This design comes from an exercise in tuning for small area, a short achievable clock period and few clock cycles on the open sky130 flow, not from production work. RTL that was checked went through simulation tests only; none was proved equivalent to the original. Power is estimated from default activity; no workload was simulated.

==> inputs of harbor <==
Design hall_engine, start of the top module:
module hall_engine (
    input  wire        clk,
    input  wire        rst,
    input  wire        ev_valid,
    input  wire [1:0]  ev_kind,       
    input  wire [31:0] ev_cmd,
    output wire        ev_ready,
    output reg         rsp_valid,
    output wire [31:0] rsp_result,
    output wire [7:0]  rsp_status,
    output wire        bus_valid,
    output reg         bus_write,
    output reg  [7:0]  bus_addr,
    output reg  [7:0]  bus_wdata,
    output wire [4:0]  bus_len,
    input  wire        bus_ready,
    input  wire        bus_ack,
    input  wire [23:0] bus_rdata,
    output wire        irq_request,
    input  wire        irq_grant,
    output reg         irq_release,
    output reg         sched_valid,
    output wire [15:0] sched_ms,
    output reg         cancel_valid,
    output reg         pub_valid,
    output wire [1:0]  pub_zone,
    output reg         log_valid,
    output wire [2:0]  log_code,
    output reg         alive,
    output reg         dead
);
export LEC_CHECK = 0
export CAP_MARGIN = 20
export CORE_MARGIN = 2
export CORE_UTILIZATION = 40
export SLEW_MARGIN = 20
create_clock -name core_clock -period 10.0 [get_ports {clk}]
standard.sh (not shown) runs the stock make flow with config.mk's settings and CLKGATE_MAP_FILE= SYNTH_SCRIPT=/design/flow/synth_recipe.tcl, a recipe that flattens the netlist after the stock synthesis.
==> flow/flow/run.sh <==
#!/bin/bash
# Layout: the standard flow (standard synthesis unchanged), with a larger setup
# margin for the resizer's timing repair. Each step's output goes to a log of its own.
set -euo pipefail
bash standard.sh synth > synth.log 2>&1
bash standard.sh finish SETUP_SLACK_MARGIN=7 > layout.log 2>&1
==> onyx (differences from harbor) <==
--- a/flow/design.v
+++ b/flow/design.v
@@ -81,31 +81,29 @@
     reg        irq_req;
     reg        sched_zero;
     reg        log4;
     reg [15:0] res;              
     reg        res_sgn;
     reg [2:0]  st;
     reg        pd_valid;
     reg [1:0]  pd_kind;
-    reg [7:0]  pd_op;
-    reg        pd_iz;            
-    reg        pd_ihz;           
+    reg [4:0]  pd_k;
     reg [7:0]  pd_a;
     reg [15:0] pd_imm;
-    reg [3:0]  s_intsrs;         
+    reg [7:0]  s_intsrs;
     reg [2:0]  s_opf;            
     reg        s_was;
     reg [1:0]  c_pass;
     reg        c_fail;           
     reg        c_ok;             
     reg [3:0]  c_cnt;
     reg [3:0]  d_rem;
-    reg [9:0]  samp;             
-    reg        samp_v;
+    reg [2:0]  d_cnt;
+    reg        d_first;
     reg        d_neg;
     assign ev_ready    = rdy;
     assign bus_valid   = breq;
     assign bus_len     = {3'b000, len3, 1'b1};
     assign irq_request = irq_req;
     assign sched_ms    = sched_zero ? 16'h0000 : delay;
     assign pub_zone    = last_zone;
     assign log_code    = {log4, 1'b0, ~log4};
@@ -157,53 +155,60 @@
         begin
             t = {r, b};
             dbit = (t >= 5'd10) ? {1'b1, t[3:0] - 4'd10} : {1'b0, t[3:0]};
         end
     endfunction
     wire [9:0] s10 = res10 ? {bus_rdata[15], bus_rdata[14], bus_rdata[23:16]}
                            : {bus_rdata[23], bus_rdata[23], bus_rdata[23:16]};
     wire drdy = bus_rdata[0];
-    wire signed [15:0] cls_raw = (state == S_SPRD) ? {{6{s10[9]}}, s10} : pd_imm;
-    wire [1:0] s_zone = classify(cls_raw, th, tl, pol_pos);
+    wire th_big = ~th[15] & (th[14:9] != 6'b000000);    
+    wire th_sml =  th[15] & (th[14:9] != 6'b111111);    
+    wire tl_big = ~tl[15] & (tl[14:9] != 6'b000000);
+    wire tl_sml =  tl[15] & (tl[14:9] != 6'b111111);
+    wire signed [9:0] s10s = s10;
+    wire signed [9:0] th10 = th[9:0];
+    wire signed [9:0] tl10 = tl[9:0];
+    wire s_ge_th = th_sml | (~th_big & (s10s >= th10));
+    wire s_le_tl = tl_big | (~tl_sml & (s10s <= tl10));
+    wire [1:0] s_zone = pol_pos ? (s_ge_th ? ZONE_C : (s_le_tl ? ZONE_A : ZONE_B))
+                                : (s_le_tl ? ZONE_C : (s_ge_th ? ZONE_A : ZONE_B));
     wire [2:0]  thr_n    = thr_k;
     wire        bes_eff  = tw ? bus_wdata[6] : beside;
     wire        thr_add  = bes_eff ^ thr_n[1];
     wire signed [15:0] thr_base = thr_n[1] ? tl : th;
     wire [9:0]  thr_sum  = thr_base[9:0] + (thr_add ? 10'd15 : -10'd15);
     wire t_hi10 = thr_add ? (thr_base >  16'sd496) : (thr_base >  16'sd526);
     wire t_lo10 = thr_add ? (thr_base < -16'sd527) : (thr_base < -16'sd497);
     wire t_hi8  = thr_add ? (thr_base >  16'sd112) : (thr_base >  16'sd142);
     wire t_lo8  = thr_add ? (thr_base < -16'sd143) : (thr_base < -16'sd113);
     wire [9:0]  thr_c    = res10 ? (t_hi10 ? 10'h1FF : t_lo10 ? 10'h200 : thr_sum)
                                  : (t_hi8  ? 10'h07F : t_lo8  ? 10'h380 : thr_sum);
     wire [7:0]  thr_data = thr_n[2] ? 8'h01 : (thr_n[0] ? thr_c[7:0] : {res10 & thr_c[9], res10 & thr_c[8], 6'b000000});
     wire [7:0]  thr_addr = ADDR_HTH_H + {5'd0, thr_n};
     wire       lz_b      = (last_zone == ZONE_B);
     wire       type_chg  = (beside == lz_b);
     wire [7:0] type_data = {intsrs[7], ~lz_b, intsrs[5:0]};
-    wire        acc_on  = samp_v;
+    wire        acc_on  = (state == S_CRD);
     wire        d_corr  = d_neg & (d_rem != 4'd0);
-    wire [15:0] sum_b   = acc_on ? {{6{samp[9]}}, samp} : {15'd0, d_corr};
-    wire        d_first = (c_cnt == 4'd10);
-    wire        d_run   = c_ok & ~samp_v & (c_cnt != 4'd14);
+    wire [15:0] sum_b   = acc_on ? {{6{s10[9]}}, s10} : {15'd0, d_corr};
     wire [15:0] sum_add = res + sum_b;
     wire [3:0]  d_rin   = d_first ? (res[15] ? 4'd9 : 4'd0) : d_rem;
     wire [4:0]  d_s3    = dbit(d_rin, res[15]);
     wire [4:0]  d_s2    = dbit(d_s3[3:0], res[14]);
     wire [4:0]  d_s1    = dbit(d_s2[3:0], res[13]);
     wire [4:0]  d_s0    = dbit(d_s1[3:0], res[12]);
     wire [7:0]  d_step  = {d_s3[4], d_s2[4], d_s1[4], d_s0[4], d_s0[3:0]};
-    wire        d_done  = ~c_ok | (~samp_v & (c_cnt == 4'd14));
-    wire [7:0]  e_op  = pd_op;
-    wire [7:0]  e_a   = pd_a;
-    wire [15:0] e_imm = pd_imm;
+    wire        d_done  = (d_cnt == 3'd0);
+    wire [7:0]  e_op  = ev_cmd[31:24];
+    wire [7:0]  e_a   = ev_cmd[23:16];
+    wire [15:0] e_imm = ev_cmd[15:0];
     wire        a0    = (e_a == 8'h00);
     wire        a01   = (e_a[7:1] == 7'h00);
-    wire        i0    = pd_iz;
+    wire        i0    = (e_imm == 16'h0000);
     reg  [4:0]  e_k;
     always @(*) begin
         e_k = K_ILLEGAL;
         case (e_op)
             8'h01: if (a01) e_k = K_ENC;
             8'h02: if (a01) e_k = K_DEC;
             8'h10: if (a0) e_k = K_CLS;
             8'h11: if (a0 && i0) e_k = K_UPDTHR;
@@ -231,39 +236,40 @@
             8'h34: if (a0) e_k = K_SETPOL;
             8'h35: if (a0 && i0) e_k = K_GETPOL;
             8'h40: if (a0 && i0) e_k = K_CAL;
             8'h41: if (i0 && (e_a == 8'h01 || e_a == 8'h02)) e_k = K_CAL;
             8'h42: if (a0 && i0) e_k = K_GETREF;
             8'h43: if (a0 && i0) e_k = K_GETCALST;
             8'h44: if (i0 && (e_a == 8'h01 || e_a == 8'h02)) e_k = K_CALAPPLY;
             8'h50: if (i0) e_k = K_REGRD;
-            8'h51: if (pd_ihz) e_k = K_REGWR;
+            8'h51: if (e_imm[15:8] == 8'h00) e_k = K_REGWR;
             8'h52: if (a0 && i0) e_k = K_CHKID;
             8'h53: if (a01 && i0) e_k = K_GETSHADOW;
             default: e_k = K_ILLEGAL;
         endcase
     end
     wire signed [15:0] p_simm = pd_imm;
     wire [15:0] p_enc = encode(pd_a[0], {{2{p_simm[15]}}, p_simm});
     wire [15:0] p_dec = pd_a[0] ? {{6{pd_imm[15]}}, pd_imm[15], pd_imm[14], pd_imm[7:0]}
                                 : {{8{pd_imm[7]}}, pd_imm[7:0]};
+    wire [1:0]  p_cls = classify(p_simm, th, tl, pol_pos);
     wire [15:0] p_dly = (pd_imm < DELAY_MIN) ? DELAY_MIN : pd_imm;
     wire        p_apply_th = (pol_pos == (pd_a[1:0] == 2'd1));
     wire [15:0] p_apply = cal_ref + (p_apply_th ? -16'sd12 : 16'sd12);
     reg [15:0] c_res;
     reg        c_sgn;
     reg [2:0]  c_st;
     always @(*) begin
         c_res = 16'h0; c_sgn = 1'b0; c_st = ST_OK;
-        case (e_k)
+        case (pd_k)
             K_ILLEGAL:  c_st = ST_ILLEGAL;
             K_ENC:      c_res = p_enc;
             K_DEC:      begin c_res = p_dec; c_sgn = p_dec[15]; end
-            K_CLS:      c_res = {14'h0, s_zone};
+            K_CLS:      c_res = {14'h0, p_cls};
             K_GETZONE:  c_res = {14'h0, last_zone};
             K_GETEN:    c_res = {15'h0, enabled};
             K_GETDLY:   c_res = delay;
             K_GETDBG:   c_res = {15'h0, debug};
             K_GETTH:    begin c_res = th; c_sgn = th[15]; end
             K_GETTL:    begin c_res = tl; c_sgn = tl[15]; end
             K_GETPOL:   begin c_res = pol; c_sgn = pol[15]; end
             K_GETREF:   begin c_res = cal_ref; c_sgn = cal_ref[15]; end
@@ -315,17 +321,17 @@
     endtask
     task start_ms;
         begin
             issue(1'b1, ADDR_OPF, (opf & 8'hFD) | 8'h01, 1'b0, S_MS);
         end
     endtask
     task start_cr;
         begin
-            issue(1'b1, ADDR_INTSRS, {s_intsrs[3], intsrs[6:3], s_intsrs[2:0]}, 1'b0, S_CR0);
+            issue(1'b1, ADDR_INTSRS, s_intsrs, 1'b0, S_CR0);
         end
     endtask
     task kfin;
         input f;
         begin
             if (c_ok && !d_done) state <= S_KWAIT;
             else begin
                 if (c_ok) cal_ref <= sum_add;
@@ -358,17 +364,17 @@
                 end
                 default: rsp_valid <= 1'b1;
             endcase
         end
     endtask
     task exec_cmd;
         begin
             rdy <= 1'b0;
-            case (e_k)
+            case (pd_k)
                 K_UPDTHR: begin
                     op <= OP_WSTAT; thr_k <= 3'd1; thr_sp <= 1'b0;
                     issue(1'b1, thr_addr, thr_data, 1'b0, S_THR);
                 end
                 K_MODEPD: begin
                     if (irq_attached) begin irq_release <= 1'b1; irq_attached <= 1'b0; end
                     op <= OP_WSTAT;
                     issue(1'b1, ADDR_OPF, opf & 8'hFE, 1'b0, S_W1);
@@ -408,17 +414,17 @@
                     end
                     finish(c_res, c_sgn, c_st);
                 end
                 K_SETDBG: begin debug <= pd_a[0]; finish(c_res, c_sgn, c_st); end
                 K_SETTH: begin th <= pd_imm; finish(c_res, c_sgn, c_st); end
                 K_SETTL: begin tl <= pd_imm; finish(c_res, c_sgn, c_st); end
                 K_SETPOL: begin pol <= pd_imm; finish(c_res, c_sgn, c_st); end
                 K_CAL: begin
-                    s_intsrs <= {intsrs[7], intsrs[2:0]}; s_opf <= opf[4:2]; s_was <= irq_attached;
+                    s_intsrs <= intsrs; s_opf <= opf[4:2]; s_was <= irq_attached;
                     c_pass <= pd_a[1:0]; c_fail <= 1'b0; c_ok <= 1'b0;
                     if (irq_attached) begin irq_release <= 1'b1; irq_attached <= 1'b0; end
                     issue(1'b1, ADDR_INTSRS, intsrs & 8'h78, 1'b0, S_C1);
                 end
                 K_CALAPPLY: begin
                     if (p_apply_th) th <= p_apply; else tl <= p_apply;
                     finish(c_res, c_sgn, c_st);
                 end
@@ -437,21 +443,19 @@
                 default:    finish(c_res, c_sgn, c_st);
             endcase
         end
     endtask
     wire bus_done = breq & bus_ready;
     wire ok       = bus_ack;
     always @(posedge clk) begin
         pd_kind <= ev_kind;
-        pd_op   <= ev_cmd[31:24];
-        pd_a    <= ev_cmd[23:16];
-        pd_imm  <= ev_cmd[15:0];
-        pd_iz   <= (ev_cmd[15:0] == 16'h0000);
-        pd_ihz  <= (ev_cmd[15:8] == 8'h00);
+        pd_k    <= e_k;
+        pd_a    <= e_a;
+        pd_imm  <= e_imm;
         if (rst) begin
             opf           <= 8'h00;
             intsrs        <= 8'h00;
             enabled       <= 1'b0;
             debug         <= 1'b0;
             delay         <= DELAY_RESET;
             last_zone     <= ZONE_B;
             th            <= 16'sd100;
@@ -463,18 +467,17 @@
             irq_attached  <= 1'b0;
             pending       <= 1'b0;
             state         <= S_I0;
             rdy           <= 1'b0;
             breq          <= 1'b0;
             irq_req       <= 1'b0;
             pd_valid      <= 1'b0;
             thr_k         <= 3'd0;
-            c_ok          <= 1'b0;
-            samp_v        <= 1'b0;
+            d_cnt         <= 3'd0;
             rsp_valid     <= 1'b0;
             irq_release   <= 1'b0;
             sched_valid   <= 1'b0;
             cancel_valid  <= 1'b0;
             pub_valid     <= 1'b0;
             log_valid     <= 1'b0;
             alive         <= 1'b0;
             dead          <= 1'b0;
@@ -489,20 +492,19 @@
             pd_valid <= ev_valid & ~rdy;
             if (bus_done) begin
                 breq <= 1'b0;
                 if (bus_ack && bus_write) begin
                     if (bus_addr == ADDR_OPF)    opf    <= bus_wdata;
                     if (bus_addr == ADDR_INTSRS) intsrs <= bus_wdata;
                 end
             end
-            samp_v <= 1'b0;
-            if (samp_v) res <= sum_add;
-            if (d_run) begin
-                c_cnt   <= c_cnt + 4'd1;
+            if (!d_done) begin
+                d_cnt   <= d_cnt - 3'd1;
+                d_first <= 1'b0;
                 if (d_first) d_neg <= res[15];
                 res   <= {res[11:0], d_step[7:4]};
                 d_rem   <= d_step[3:0];
             end
             case (state)
             S_I0: issue(1'b1, ADDR_SRST, 8'h01, 1'b0, S_ISR);
             S_ISR: if (bus_ready) begin
                 if (!ok) begin dead <= 1'b1; state <= S_DEAD; end
@@ -628,20 +630,21 @@
                 else begin
                     c_cnt <= 4'd0; res <= 16'h0;
                     issue(1'b0, SAMPLE_ADDR, 8'h00, 1'b1, S_CRD);
                 end
             end
             S_CRD: if (bus_ready) begin
                 if (!ok || !drdy) begin c_fail <= 1'b1; start_cr; end
                 else begin
-                    samp <= s10; samp_v <= 1'b1;
+                    res <= sum_add;
                     c_cnt <= c_cnt + 4'd1;
                     if (c_cnt == 4'd9) begin
                         c_ok <= 1'b1;
+                        d_cnt <= 3'd4; d_first <= 1'b1;
                         start_cr;
                     end else issue(1'b0, SAMPLE_ADDR, 8'h00, 1'b1, S_CRD);
                 end
             end
             S_CR0: if (bus_ready) begin
                 if (!ok) c_fail <= 1'b1;
                 if (s_was) begin irq_req <= 1'b1; state <= S_CRIRQ; end
                 else issue(1'b1, ADDR_OPF, (opf & 8'hE0) | {s_opf, 2'b01}, 1'b0, S_CR2);
==> flow/run.sh (new file) <==
#!/bin/bash
# synth_recipe.tcl (not shown) runs the flow's synth.tcl, then flattens the netlist and writes it again
# the make line also repeats each setting of config.mk as NAME=value (left out here)
make -C /OpenROAD-flow-scripts/flow DESIGN_CONFIG=/design/flow/config.mk WORK_HOME=/design/flow/orfs CLKGATE_MAP_FILE= SYNTH_SCRIPT=/design/flow/synth_recipe.tcl finish
==> flow/config.mk (replaced) <==
export PLATFORM = sky130hd
export DESIGN_NAME = hall_engine
export DESIGN_NICKNAME = hall_engine
export VERILOG_FILES = /design/flow/design.v
export SDC_FILE = /design/flow/constraint.sdc
export NUM_CORES = 4
export LEC_CHECK = 0
export CAP_MARGIN = 20
export CORE_MARGIN = 2
export CORE_UTILIZATION = 40
export SETUP_SLACK_MARGIN = 5
export SLEW_MARGIN = 20
removed: flow/flow/run.sh
removed: flow/standard.sh
==> results.txt <==
status=complete, no violations; fmax=0.203 GHz; area fraction of the dominant cell type after synthesis=16.2%; met1 global-route usage=about 46%; Power Combinational=around 0.0022 W; VDD IR max=about 0.13 mV; number of global-route vias before repair=20100
the above is filed under onyx

==> results.txt <==
status=complete, no violations; met1 global-route usage=around half; fmax=~0.23 GHz; area fraction of the dominant cell type after synthesis=16.9%; number of global-route vias before repair=roughly 22000; post-synthesis cell type count=just over 100; Power Combinational=around 0.0019 W
the above is filed under harbor

Testbench counts of onyx, summed over its fixed seeds: cycles 11,603.
The RTL of harbor was laid out without a check of its function.

==> what the ideal ports hide <==
The results above use ideal ports. As a check the final layouts listed here were re-extracted and re-timed, cells and wires unchanged.
Step 1 (the two cells are an assumption about what drives the block):
set clk [get_ports {clk}]
set_driving_cell -lib_cell sky130_fd_sc_hd__clkbuf_16 $clk
set_driving_cell -lib_cell sky130_fd_sc_hd__buf_2 [delete_from_list [all_inputs] $clk]
Step 2 times the ports against the registers' clock, not the clock port: input delays grow and output delays shrink by t, the midpoint of the rising clock arrivals with the driver on.
Three values: ideal, step 1, step 2; two values: the first two.
run | t (ns) | setup WS [ns] | latest minus earliest clock arrival (ns) | worst slew at a driven data input, ns | cell pins on the clock port's net
harbor | 0.653 | 5.732 / 5.742 / 5.090 | 0.016 / 0.017 | 0.07 | 1
onyx | 0.667 | 5.068 / 5.100 / 4.433 | 0.054 / 0.054 | 0.06 | 1
After both steps every run listed still meets setup and hold. For harbor, which loses most, drivers alone change the setup slack by +0.010 ns; drivers and shift together by -0.642 ns.
